Background: an optimization exercise with open tools, aiming at small area, a short achievable clock period and few clock cycles. Do not read the settings as production practice. RTL that was checked went through simulation tests only; none was proved equivalent to the original. Power is estimated from default activity; no workload was simulated.

==> inputs of run Y <==
## c2mux_dp
module c2mux_dp (
    input  wire        clk,
    input  wire        rst,           
    input  wire        enc_start,     
    input  wire [63:0] enc_id,        
    input  wire [3:0]  enc_idlen,
    input  wire [7:0]  enc_subid,     
    input  wire        enc_mcast,
    output wire        enc_busy,
    output wire        enc_done,
    output wire [47:0] addr,          
    output wire        addr_valid,
    output wire [2:0]  cfgerr,
    input  wire        smp_valid,
    input  wire [15:0] smp_data,      
    input  wire [31:0] thr,           
    output wire        est_done,
    output wire [39:0] sumsq,
    output wire        est_data       
);
Settings: LEC_CHECK=0, CAP_MARGIN=20, CORE_MARGIN=2, CORE_UTILIZATION=40, SETUP_SLACK_MARGIN=5, SLEW_MARGIN=20; clock period 10.0 ns.
run.sh (not shown) runs the stock make flow with config.mk's settings and CLKGATE_MAP_FILE= SYNTH_SCRIPT=/design/flow/synth_recipe.tcl, a recipe that flattens the netlist after the stock synthesis.
==> run X (differences from run Y) <==
--- a/flow/config.mk
+++ b/flow/config.mk
@@ -8,5 +8,4 @@
 export CAP_MARGIN = 20
 export CORE_MARGIN = 2
 export CORE_UTILIZATION = 40
-export SETUP_SLACK_MARGIN = 5
 export SLEW_MARGIN = 20
==> summary.md <==
| Metric | Value |
|---|---|
| Overall power | `around 0.0026 W` |
| Met2 wire len | `approximately 17 mm` |
| Placer congestion estimate | `0.864` |
| Buffers plus inverters on the worst setup path | `1` |
| Worst EP required | `10.38 ns` |
| Layout Nets | `roughly 2,300` |
| Metal-1 WL | `approximately 18 mm` |
| Via count | `12,000` |
| Skew final | `0.0131 ns` |
| Layout area overhead | `21.0%` |
| Status | `no timing/DRC/antenna violations` |
That was run X.
==> summary.md <==
| Metric | Value |
|---|---|
| Placer congestion estimate | `a little under 0.9` |
| N_taps | `518` |
| Core Util, Final | `49.6%` |
| R2R Path Start | `u_est.clr` |
| Placement Cell Area | `about 18,000 µm²` |
| Worst EP required | `~10 ns` |
| Ant diodes | `0` |
| Layout Nets | `approximately 2,300` |
| Via count | `~12,000` |
| DP Wirelength | `roughly 30 mm` |
| Status | `no timing/DRC/antenna violations` |
| Ports | `225` |
| Layout area overhead | `22.6%` |
| Buffers plus inverters on the worst setup path | `4` |
| Overall power | `approximately 0.0026 W` |
| Reg2reg path depth | `22` |
| Crit path cell chain | `buf_12 -> nor2b_1 -> ha_1 -> and2_1 -> a221o_1 -> a41oi_4 -> o41ai_4 -> buf_4 -> a21o_1 -> a21o_1 -> xor2_1 -> inv_1 -> fa_1 -> inv_1 -> ha_1 -> a21o_1 -> a21o_1 -> a21oi_1 -> nor2_1 -> o41ai_2 -> o2111ai_1 -> a41oi_1` |
| Setup crit end kind | `flip-flop` |
That was run Y.
No functional check of the RTL was part of any run of this note.


==> v29: inputs <==
c2mux_dp, a different RTL version from the one above (not shown whole).
==> flow/config.mk <==
export PLATFORM = sky130hd
export DESIGN_NAME = c2mux_dp
export DESIGN_NICKNAME = c2mux_dp
export VERILOG_FILES = /design/flow/design.v
export SDC_FILE = /design/flow/constraint.sdc
export NUM_CORES = 4
export LEC_CHECK = 0
export CAP_MARGIN = 20
export CORE_MARGIN = 2
export CORE_UTILIZATION = 60
export CTS_BUF_LIST = sky130_fd_sc_hd__clkbuf_16
export CTS_CLUSTER_DIAMETER = 100
export CTS_CLUSTER_SIZE = 25
export SLEW_MARGIN = 20
export SYNTH_HIERARCHICAL = 1
export SYNTH_MINIMUM_KEEP_SIZE = 0
==> flow/constraint.sdc <==
create_clock -name core_clock -period 10.0 [get_ports {clk}]
set_input_delay 2.0000 -clock core_clock [delete_from_list [all_inputs] [get_ports {clk}]]
set_output_delay 2.0000 -clock core_clock [all_outputs]
set_load 0.01 [all_outputs]
standard.sh (not shown) runs the stock make flow with config.mk's settings and CLKGATE_MAP_FILE= SYNTH_SCRIPT=/design/flow/synth_recipe.tcl, a recipe that flattens the netlist after the stock synthesis.
==> flow/flow/run.sh <==
#!/bin/bash
# Layout flow: the standard ORFS flow (standard.sh), with two changes to
# how the layout is made:
#  - ports are buffered with sky130_fd_sc_hd__buf_1 instead of the default
#    delay cell chosen by buffer_ports (still one buffer on every port);
#  - timing repair aims for more setup slack than the 10 ns clock needs.
# The clock period, SDC, synthesis, floorplan, power grid and tap cells are
# the standard flow's own. Each tool's output goes to the ORFS logs under orfs/logs and
# to flow.log here.
set -uo pipefail
bash standard.sh \
  BUFFER_PORTS_ARGS="-buffer_cell sky130_fd_sc_hd__buf_1" \
  SETUP_SLACK_MARGIN=6.8 \
  finish > flow.log 2>&1
st=$?
mkdir -p logs
cp -r orfs/logs/. logs/ 2>/dev/null || true
exit $st
==> v26: changes against v29 <==
--- a/flow/design.v
+++ b/flow/design.v
@@ -28,44 +28,67 @@
     function valid_char;
         input [7:0] c;
         begin
             valid_char = (c[7:4] == 4'h3 && c[3:0] <= 4'd9) ||
                          (c[7:6] == 2'b01 && c[4:0] != 5'd0 && c[4:0] <= 5'd26);
         end
     endfunction
-    reg [1:0] chk;
-    reg       bad;
+    reg [7:0] bad_q;
+    reg       sub_q;
+    reg       len_q;
     integer   k;
-    always @(*) begin
-        bad = 1'b0;
+    always @(posedge clk) begin
         for (k = 0; k < 8; k = k + 1)
-            if (k < idlen && !valid_char(id[8*k +: 8]))
-                bad = 1'b1;
-        if (subid[7:4] != 4'd0)
-            chk = 2'd1;
-        else if (idlen > 4'd8)
-            chk = 2'd3;
-        else if (bad)
-            chk = 2'd2;
-        else
-            chk = 2'd0;
+            bad_q[k] <= k < idlen && !valid_char(id[8*k +: 8]);
+        sub_q <= subid[7:4] != 4'd0;
+        len_q <= idlen > 4'd8;
     end
+    wire [1:0] chk = sub_q ? 2'd1 : len_q ? 2'd3 : (|bad_q) ? 2'd2 : 2'd0;
     reg [5:0] ring [0:6];
     reg [5:0] c;
     reg [2:0] kc;           
     reg [2:0] pc;           
     reg [3:0] sub_r;
     reg       mc_r;
     reg [1:0] err_r;
     reg       ok_r;
     wire [5:0]  h    = ring[0];
-    wire [8:0]  h5   = {3'd0, h} + {1'd0, h, 2'd0};
-    wire [11:0] a37  = {h, 5'd0} + {3'd0, h5};
-    wire [6:0]  tl   = {1'b0, a37[5:0]} + {1'b0, c};
-    wire [11:0] t    = {a37[11:6] + {5'd0, tl[6]}, tl[5:0]};
+    wire ts0;
+    wire tc0;
+    wire ts1;
+    wire tc1;
+    wire ts2;
+    wire tc2;
+    wire ts3;
+    wire tc3;
+    wire ts4;
+    wire tc4;
+    wire ts5;
+    wire tc5;
+    wire ts6;
+    wire tc6;
+    wire [11:0] tr1;
+    wire [11:0] tr2;
+    assign ts0 = h[0] ^ h[3];
+    assign tc0 = h[0] & h[3];
+    assign ts1 = h[0] ^ h[2];
+    assign tc1 = h[0] & h[2];
+    assign ts2 = h[1] ^ h[3] ^ c[3];
+    assign tc2 = (h[1] & h[3]) | (h[1] & c[3]) | (h[3] & c[3]);
+    assign ts3 = h[2] ^ h[4] ^ c[4];
+    assign tc3 = (h[2] & h[4]) | (h[2] & c[4]) | (h[4] & c[4]);
+    assign ts4 = h[5] ^ c[5] ^ ts0;
+    assign tc4 = (h[5] & c[5]) | (h[5] & ts0) | (c[5] & ts0);
+    assign ts5 = h[1] ^ h[4] ^ tc0;
+    assign tc5 = (h[1] & h[4]) | (h[1] & tc0) | (h[4] & tc0);
+    assign ts6 = h[2] ^ h[5];
+    assign tc6 = h[2] & h[5];
+    assign tr1 = {1'b0, h[5], h[4], h[3], ts6, tc4, tc3, tc2, tc1, c[2], h[1], h[0]};
+    assign tr2 = {1'b0, 1'b0, 1'b0, tc6, tc5, ts5, ts4, ts3, ts2, ts1, c[1], c[0]};
+    wire [11:0] t    = tr1 + tr2;
     wire        md_a = kc < pc;
     wire        md_b = kc == pc;
     wire [5:0]  out  = md_a ? t[5:0] : (md_b ? c : h);
     wire        fin  = kc == 3'd6 && pc == 3'd7;
     integer j;
     always @(posedge clk) begin
         for (j = 0; j < 6; j = j + 1)
@@ -81,14 +104,16 @@
         if (!busy)
             pc <= 3'd0;
         else if (kc == 3'd6)
             pc <= pc + 3'd1;
         if (!busy) begin
             sub_r <= subid[3:0];
             mc_r  <= mcast;
+        end
+        if (busy && kc == 3'd0 && pc == 3'd0) begin
             err_r <= chk;
             ok_r  <= chk == 2'd0;
         end
         if (rst) begin
             busy <= 1'b0;
             done <= 1'b0;
         end else begin
@@ -553,34 +578,34 @@
     c2mux_fa u_fs131 (.a(sq0[26]), .b(sq1[26]), .c(acc_in[26]), .s(fs131), .co(fc131));
     c2mux_fa u_fs132 (.a(sq0[27]), .b(sq1[27]), .c(acc_in[27]), .s(fs132), .co(fc132));
     c2mux_fa u_fs133 (.a(sq0[28]), .b(sq1[28]), .c(acc_in[28]), .s(fs133), .co(fc133));
     c2mux_ha u_fs134 (.a(sq0[29]), .b(acc_in[29]), .s(fs134), .co(fc134));
     assign xy1 = {acc_in[39], acc_in[38], acc_in[37], acc_in[36], acc_in[35], acc_in[34], acc_in[33], acc_in[32], acc_in[31], acc_in[30], fs134, fc132, fc131, fc130, fc129, fc128, fc127, fc126, fc125, fc124, fc123, fc122, fc121, fc120, fc119, fc118, fc117, fc116, fc115, fc114, fc113, fc112, fc111, fc110, fc109, fc108, fc107, fc106, fc105, acc_in[0]};
     assign xy2 = {1'b0, 1'b0, 1'b0, 1'b0, 1'b0, 1'b0, 1'b0, 1'b0, 1'b0, fc134, fc133, fs133, fs132, fs131, fs130, fs129, fs128, fs127, fs126, fs125, fs124, fs123, fs122, fs121, fs120, fs119, fs118, fs117, fs116, fs115, fs114, fs113, fs112, fs111, fs110, fs109, fs108, fs107, fs106, fs105};
     wire        cin    = !clr && c_r;
-    wire [16:0] lo_sum = {1'b0, xy1[15:0]} + {1'b0, xy2[15:0]};
-    wire [25:0] hi_sum = {1'b0, xy1[39:16], 1'b1} + {1'b0, xy2[39:16], cin};
-    wire [39:0] acc_nxt = {hi_sum[24:1], lo_sum[15:0]};
+    wire [18:0] lo_sum = {1'b0, xy1[17:0]} + {1'b0, xy2[17:0]};
+    wire [23:0] hi_sum = {1'b0, xy1[39:18], 1'b1} + {1'b0, xy2[39:18], cin};
+    wire [39:0] acc_nxt = {hi_sum[22:1], lo_sum[17:0]};
     always @(posedge clk) begin
         last_q <= !rst && last_r;
         acc    <= acc_nxt;
-        c_r    <= lo_sum[16];
+        c_r    <= lo_sum[18];
         rst_q  <= rst;
         clr    <= rst || rst_q || last_q;
         fin    <= !rst && last_q;
     end
     wire [4:0] m1 = (k == 3'd7) ? 5'b00000 : (k == 3'd6) ? 5'b00011 : 5'b11111;
     wire [4:0] m4 = (k == 3'd7) ? 5'b00000 : (k == 3'd6) ? 5'b01111 :
                     (k == 3'd0) ? 5'b11100 : 5'b11111;
     wire [4:0] sv = (k == 3'd7) ? 5'd0 : sum_r[9:5];
     wire [4:0] t1 = thr_rot[21:17] & m1;
     wire [4:0] t4 = thr_rot[19:15] & m4;
     wire [6:0] dv = {2'b0, sv} + {2'b0, ~t1} + {2'b0, ~t4} + {5'b0, cy};
     always @(posedge clk) begin
-        sum_r   <= fin ? {acc[39:16] + {23'd0, c_r}, acc[15:0]} : {sum_r[4:0], sum_r[39:5]};
+        sum_r   <= fin ? {acc[39:18] + {21'd0, c_r}, acc[17:0]} : {sum_r[4:0], sum_r[39:5]};
         thr_rot <= last ? thr : {thr_rot[4:0], thr_rot[31:5]};
         cy      <= fin ? 2'd2 : dv[6:5];
         k       <= fin ? 3'd0 : k + 3'd1;
         if (run && k == 3'd7)
             below <= dv[4];
         if (rst) begin
             run  <= 1'b0;
- CORE_UTILIZATION: 60 -> 70
- CTS_CLUSTER_DIAMETER: 100 -> 120
- CTS_CLUSTER_SIZE: 25 -> 30
==> comparison <==
v26 ran to the end with no violations. v29 passed the timing, design-rule and antenna checks.
Flip-flop and latch count: v29 is lower than v26 (10).
Against v29, the maximum frequency of v26 is larger by 7.8%.
Between v29 and v26, the lower worst hold slack is in v29 (gap 0.0096 ns).
Between v26 and v29, the lower clock skew is in v26 (gap 0.0072 ns).
First-iteration DRC count: v26 is lower than v29 (20%).
Of v26 and v29, v29 has the higher total power (gap 1.5%, measured against v29).
Final area: v29 is higher than v26 (2.8%).
Of v26 and v29, v29 has the higher synthesized cell count (gap 1.4%, measured against v29).
Testbench counts of v26, summed over its fixed seeds: cycles 10,328.
For v29, only the layout was checked, not whether the RTL still works.

[what the ideal ports hide]
The results above use ideal ports. As a check the final layouts listed here were re-extracted and re-timed, cells and wires unchanged.
Step 1, drivers: a clkbuf_16 drives clk and a buf_2 each remaining input, both assumed.
Step 2 moves the port delays by t, midway between the first and last clock arrival at a register: inputs arrive t later, outputs are due t later. That takes back most of the time a late clock gives input paths.
a / b / c = ideal / step 1 / step 2; a / b = the first two.
run	t, ns	slack for setup (ns)	worst setup path after step 2	clock arrival spread, ns	worst data-port slew with drivers (ns)
run Y	0.506	5.135 / 5.135 / 5.135	register to register	0.013 / 0.013	0.05
run X	0.508	4.170 / 4.170 / 4.170	register to register	0.014 / 0.014	0.06
v29	0.548	6.614 / 6.622 / 6.074	input to register	0.032 / 0.032	0.07
v26	0.535	6.861 / 6.809 / 6.523	input to register	0.019 / 0.020	0.06
After both steps setup and hold are still met in every run listed. The setup slack of v29, which loses most, moves by +0.008 ns with the drivers and by -0.540 ns with both steps.
